What follows belongs to an exercise in optimizing a design on an open flow for small area, a short achievable clock period and few clock cycles per item; a production flow would make more cautious choices. In this exercise RTL edits were held to simulation tests only and were not proved equivalent to the original.

--- flow/design.v ---
module zi_lea128 (
    input  wire         clk,
    input  wire         rst,           
    input  wire         in_valid,
    output wire         in_ready,
    input  wire         in_decrypt,    
    input  wire [127:0] in_key,
    input  wire [127:0] in_block,
    output reg          out_valid,
    output wire [127:0] out_block
);
    localparam [1:0] S_IDLE = 2'd0,
                     S_KEY  = 2'd1,    
                     S_ENC  = 2'd2,
                     S_DEC  = 2'd3;
    reg [1:0]  state;
    reg [4:0]  rnd;
    reg [31:0] x0, x1, x2, x3;         
    reg [31:0] t0, t1, t2, t3;         
    assign in_ready = (state == S_IDLE);
    wire   in_fire  = in_valid && in_ready;
    wire [31:0] kw0 = {in_key[103:96], in_key[111:104], in_key[119:112], in_key[127:120]};
    wire [31:0] kw1 = {in_key[71:64], in_key[79:72], in_key[87:80], in_key[95:88]};
    wire [31:0] kw2 = {in_key[39:32], in_key[47:40], in_key[55:48], in_key[63:56]};
    wire [31:0] kw3 = {in_key[7:0], in_key[15:8], in_key[23:16], in_key[31:24]};
    wire [31:0] bw0 = {in_block[103:96], in_block[111:104], in_block[119:112], in_block[127:120]};
    wire [31:0] bw1 = {in_block[71:64], in_block[79:72], in_block[87:80], in_block[95:88]};
    wire [31:0] bw2 = {in_block[39:32], in_block[47:40], in_block[55:48], in_block[63:56]};
    wire [31:0] bw3 = {in_block[7:0], in_block[15:8], in_block[23:16], in_block[31:24]};
    assign out_block = {x0[7:0], x0[15:8], x0[23:16], x0[31:24],
                        x1[7:0], x1[15:8], x1[23:16], x1[31:24],
                        x2[7:0], x2[15:8], x2[23:16], x2[31:24],
                        x3[7:0], x3[15:8], x3[23:16], x3[31:24]};
    reg [31:0] delta;
    always @(*) begin
        case (rnd[1:0])
            2'd0:    delta = 32'hc3efe9db;
            2'd1:    delta = 32'h44626b02;
            2'd2:    delta = 32'h79e27c8a;
            default: delta = 32'h78df30ec;
        endcase
    end
    wire [4:0]  r1 = rnd + 5'd1;
    wire [4:0]  r2 = rnd + 5'd2;
    wire [4:0]  r3 = rnd + 5'd3;
    wire [31:0] d0 = (delta << rnd) | (delta >> (6'd32 - {1'b0, rnd}));
    wire [31:0] d1 = (delta << r1)  | (delta >> (6'd32 - {1'b0, r1}));
    wire [31:0] d2 = (delta << r2)  | (delta >> (6'd32 - {1'b0, r2}));
    wire [31:0] d3 = (delta << r3)  | (delta >> (6'd32 - {1'b0, r3}));
    wire [31:0] a0 = t0 + d0;
    wire [31:0] a1 = t1 + d1;
    wire [31:0] a2 = t2 + d2;
    wire [31:0] a3 = t3 + d3;
    wire [31:0] f0 = {a0[30:0], a0[31]};
    wire [31:0] f1 = {a1[28:0], a1[31:29]};
    wire [31:0] f2 = {a2[25:0], a2[31:26]};
    wire [31:0] f3 = {a3[20:0], a3[31:21]};
    wire [31:0] b0 = {t0[0],    t0[31:1]}  - d0;
    wire [31:0] b1 = {t1[2:0],  t1[31:3]}  - d1;
    wire [31:0] b2 = {t2[5:0],  t2[31:6]}  - d2;
    wire [31:0] b3 = {t3[10:0], t3[31:11]} - d3;
    wire [31:0] e_s0 = (x0 ^ f0) + (x1 ^ f1);
    wire [31:0] e_s1 = (x1 ^ f2) + (x2 ^ f1);
    wire [31:0] e_s2 = (x2 ^ f3) + (x3 ^ f1);
    wire [31:0] e_y0 = {e_s0[22:0], e_s0[31:23]};    
    wire [31:0] e_y1 = {e_s1[4:0],  e_s1[31:5]};     
    wire [31:0] e_y2 = {e_s2[2:0],  e_s2[31:3]};     
    wire [31:0] d_y0 = x3;
    wire [31:0] d_y1 = ({x0[8:0],  x0[31:9]}  - (d_y0 ^ t0)) ^ t1;    
    wire [31:0] d_y2 = ({x1[26:0], x1[31:27]} - (d_y1 ^ t2)) ^ t1;    
    wire [31:0] d_y3 = ({x2[28:0], x2[31:29]} - (d_y2 ^ t3)) ^ t1;    
    always @(posedge clk) begin
        if (rst) begin
            state     <= S_IDLE;
            rnd       <= 5'd0;
            out_valid <= 1'b0;
        end else begin
            out_valid <= 1'b0;
            case (state)
                S_IDLE: begin
                    if (in_fire) begin
                        x0 <= bw0;
                        x1 <= bw1;
                        x2 <= bw2;
                        x3 <= bw3;
                        t0 <= kw0;
                        t1 <= kw1;
                        t2 <= kw2;
                        t3 <= kw3;
                        rnd   <= 5'd0;
                        state <= in_decrypt ? S_KEY : S_ENC;
                    end
                end
                S_KEY: begin
                    {t0, t1, t2, t3} <= {f0, f1, f2, f3};
                    if (rnd == 5'd23) begin
                        state <= S_DEC;           
                    end else begin
                        rnd <= rnd + 5'd1;
                    end
                end
                S_ENC: begin
                    {t0, t1, t2, t3} <= {f0, f1, f2, f3};
                    {x0, x1, x2, x3} <= {e_y0, e_y1, e_y2, x0};
                    rnd <= rnd + 5'd1;
                    if (rnd == 5'd23) begin
                        out_valid <= 1'b1;
                        state     <= S_IDLE;
                    end
                end
                default: begin  
                    {t0, t1, t2, t3} <= {b0, b1, b2, b3};
                    {x0, x1, x2, x3} <= {d_y0, d_y1, d_y2, d_y3};
                    rnd <= rnd - 5'd1;
                    if (rnd == 5'd0) begin
                        out_valid <= 1'b1;
                        state     <= S_IDLE;
                    end
                end
            endcase
        end
    end
endmodule
--- flow/run.sh ---
#!/bin/bash
# synth_recipe.tcl (not shown) runs the flow's synth.tcl, then flattens the netlist and writes it again
# the make line also repeats each setting of config.mk as NAME=value (left out here)
make -C /OpenROAD-flow-scripts/flow DESIGN_CONFIG=/design/flow/config.mk WORK_HOME=/design/flow/orfs CLKGATE_MAP_FILE= SYNTH_SCRIPT=/design/flow/synth_recipe.tcl finish
--- flow/config.mk ---
export PLATFORM = sky130hd
export DESIGN_NAME = zi_lea128
export DESIGN_NICKNAME = zi_lea128
export VERILOG_FILES = /design/flow/design.v
export SDC_FILE = /design/flow/constraint.sdc
export NUM_CORES = 4
export LEC_CHECK = 0
export CAP_MARGIN = 20
export CORE_MARGIN = 2
export CORE_UTILIZATION = 40
export SLEW_MARGIN = 20
--- flow/constraint.sdc ---
create_clock -name core_clock -period 12.0 [get_ports {clk}]
set_input_delay 2.4000 -clock core_clock [delete_from_list [all_inputs] [get_ports {clk}]]
set_output_delay 2.4000 -clock core_clock [all_outputs]
set_load 0.01 [all_outputs]
==> metrics.cfg <==
[grt]
grt_pass1_wl_um = 360000
grt_max_degree = 85
grt_usage = 0.462
overflow = 0
grt_pass1_vias = 45100
antenna_found_initial = 24

[die]
dieArea_um2 = 111000
core_um2 = 107000
chipWidth_um = 333
die_h_um = 333
row_count = 120
io_pins = 390
start_util = 0.404

[clock_network]
ctsResizeCount = 0
cts_made_buffers = 39
hold_buffers = 0
cts_tree = built
clk_path_buf_depth = 3
cts.clk_slew.worst_paths_ns = 0.06
clk_latency_ns = 0.65
root_buffer = clkbuf_16
clock_sinks = 264
postCtsSetupBuffers = 0
htreeDepth = 2

[final_layout]
fill_cells = 10800
drive_above_1_share = 0.0511
final_cell_area_um2 = 50600
layout.nets = 6635
syn_to_final_growth_pct = 17.0
seq_area_um2 = 7850
multiInputGateArea_um2 = 33700

[synthesis]
synth.most_common_cell = a21oi_1
async_reset_ff_frac = 0
synth.avg_cell_area_um2 = 7.76
synthFlopType = edfxtp_1
synth-seq-cells = 264
ys_types = 86
synth_edf_count = 256
synth_nets = 6313
synth_area_um2 = 43300
ys_top_cells_by_count = 560 x a21oi_1, 458 x ha_1, 455 x nand2_1, 455 x o21ai_0, 455 x xnor2_1
synth_area_leaders = edfxtp_1 18%, ha_1 13%, xnor2_1 9.2%
ys_seq_area_frac = 0.181
synthCells = 5580
yosys_warnings = 1
synth_top_area_share = 0.178
synth_area_leader_cell = edfxtp_1

[placement]
placed_cell_area_um2 = 49400
hpwl_um = 219000
io_buffers = 389
gp_congestion = 1.10

[route]
drt.antenna.violating_nets = 0
drt_iter0_markers = 7402
wl_per_cell_um = 36.5
totalWireLength_um = 268000
vias = 49500
drt_pass1_iterations = 7
routed_via_density = 6.74
drc = 0

[critical_path]
worstSetupPathType = reg2reg
arrival_ns = 10.98
cpMaxStageDelayCell = dfxtp_2
cp-end-kind = register
critical_path_peak_fanout = 40
worst_ep_required_time_ns = 12.33
cp-start-kind = register
critPathMaxStageDelay_ns = 0.84

[sta]
fin_crit_ns = 10.65
max_freq_mhz = 93.9
final-max-slew-violation-count = 0
rsz0062_at_grt = false
setup_viol = 0
skew_ns = 0.0456
worstMarginPinSlew_ns = 1.32
post-route-period-util = 0.887
setup_tns_ns = 0
hold_viol_final = 0
worst_slew_margin_rel = 0.116

[run_status]
status = no timing/DRC/antenna violations

[flow_run]
cap_violations = 0

[worst_hold_path]
hold_class = reg2reg

-- stage by stage --
| stage | hold WS (ns) | instances | utilization | setup slack, ns |
|---|---|---|---|---|
| floorplan | 0.504 | 5580 | - | 2.23 |
| global placement | 0.557 | 7262 | 0.460 | 1.95 |
| detailed placement | 0.563 | 7263 | 0.460 | 1.61 |
| CTS | 0.570 | 7330 | 0.472 | 1.57 |
| global route | 0.613 | 7333 | 0.472 | 0.785 |
| finish | 0.578 | 7345 | 0.472 | 1.35 |
-- flip-flops by register name, summed over array words and instances (netlist names) --
name and cells:
t2 32, rnd 5, t0 32, x3 32, t1 32, out_valid 1, x0 32, x2 32
t3 32, x1 32, state 2
-- cell families after synthesis --
kind of cell    after synthesis  share of synthesized area
buf+inv                     542                     0.0472
simple gates               1350                      0.141
mux                          32                    0.00838
xor+xnor                    814                      0.166
flops                       264                      0.181
fa+ha+maj                   474                      0.140
compound gates             2104                      0.317
-- metal layers --
metal | vias up | GRT usage | share of wire
li1 | 21300 | - | -
met1 | 23800 | 0.586 | 0.39
met2 | 3625 | 0.678 | 0.41
met3 | 794 | 0.134 | 0.12
met4 | 8 | 0.305 | 0.082
met5 | - | 0 | 0.00022
-- worst paths after layout --
path	slack, ns	end	cells after the start	startpoint
setup / recovery	1.35	x2[27]	35	rnd[3]
hold / removal	0.58	rnd[2]	2	rnd[2]
setup reg to reg	1.35	x2[27]	35	rnd[3]
hold reg to reg	0.58	rnd[2]	2	rnd[2]
-- cell type report --
cell class | instances | area share
Clock inverter | 20 | 0.00385
Timing Repair Buffer | 548 | 0.101
Sequential cell | 264 | 0.155
Clock buffer | 47 | 0.0199
Inverter | 275 | 0.0204
Antenna cell | 14 | 0.000692
Tap cell | 1403 | 0.0347
Multi-Input combinational cell | 4774 | 0.665
-- cell usage in the layout, fill, tap and decap left out, types with 157 or more instances in the layout --
cell type / netlist / final
xor2_1: 356 / 353
nor2_1: 397 / 394
nand2_1: 455 / 455
edfxtp_1: 256 / 256
inv_1: 271 / 271
clkdlybuf4s50_1: 0 / 389
buf_4: 0 / 157
a21oi_1: 560 / 560
xnor2_1: 455 / 432
o21ai_0: 455 / 455
ha_1: 458 / 454
a21o_1: 211 / 211
-- worst max-delay path: cells and delay by family, from the launching register on --
kind	cells	cell delay, ns
AO/OA/AOI/OAI	16	3.85
XOR/XNOR	5	2.00
AND/OR/NAND/NOR	8	1.51
adder cells (fa/ha/maj)	3	1.19
buffers and inverters	3	0.96
flip-flops	1	0.84
Testbench counts, summed over its fixed seeds: cycles 27,608, blocks 768.

-- afterwards: timing with drivers on the ports --
In the flow no input, the clock included, has a driving cell. The finished layout below was timed again as built, in two steps.
Step 1 (the two cells are an assumption about what drives the block):
set clk [get_ports {clk}]
set_driving_cell -lib_cell sky130_fd_sc_hd__clkbuf_16 $clk
set_driving_cell -lib_cell sky130_fd_sc_hd__buf_2 [delete_from_list [all_inputs] $clk]
Step 2 adds t to the input delays and takes it off the output delays; t is the mean of the earliest and latest rising clock arrival at the registers after step 1. Input paths then give back, and output paths get back, about the clock's delay inside the block.
Three values: ideal ports, drivers, drivers and shift; two values: the first two.
t (ns): 0.706
setup WS [ns]: 1.351 / 1.351 / 1.351
hold slack, ns: 0.578 / 0.578 / 0.578
latest minus earliest clock arrival (ns): 0.046 / 0.045
cell pins on the clock port's net: 1
After both steps this run still meets setup and hold. For this run, drivers alone change the setup slack by 0.000 ns; drivers and shift together by 0.000 ns.
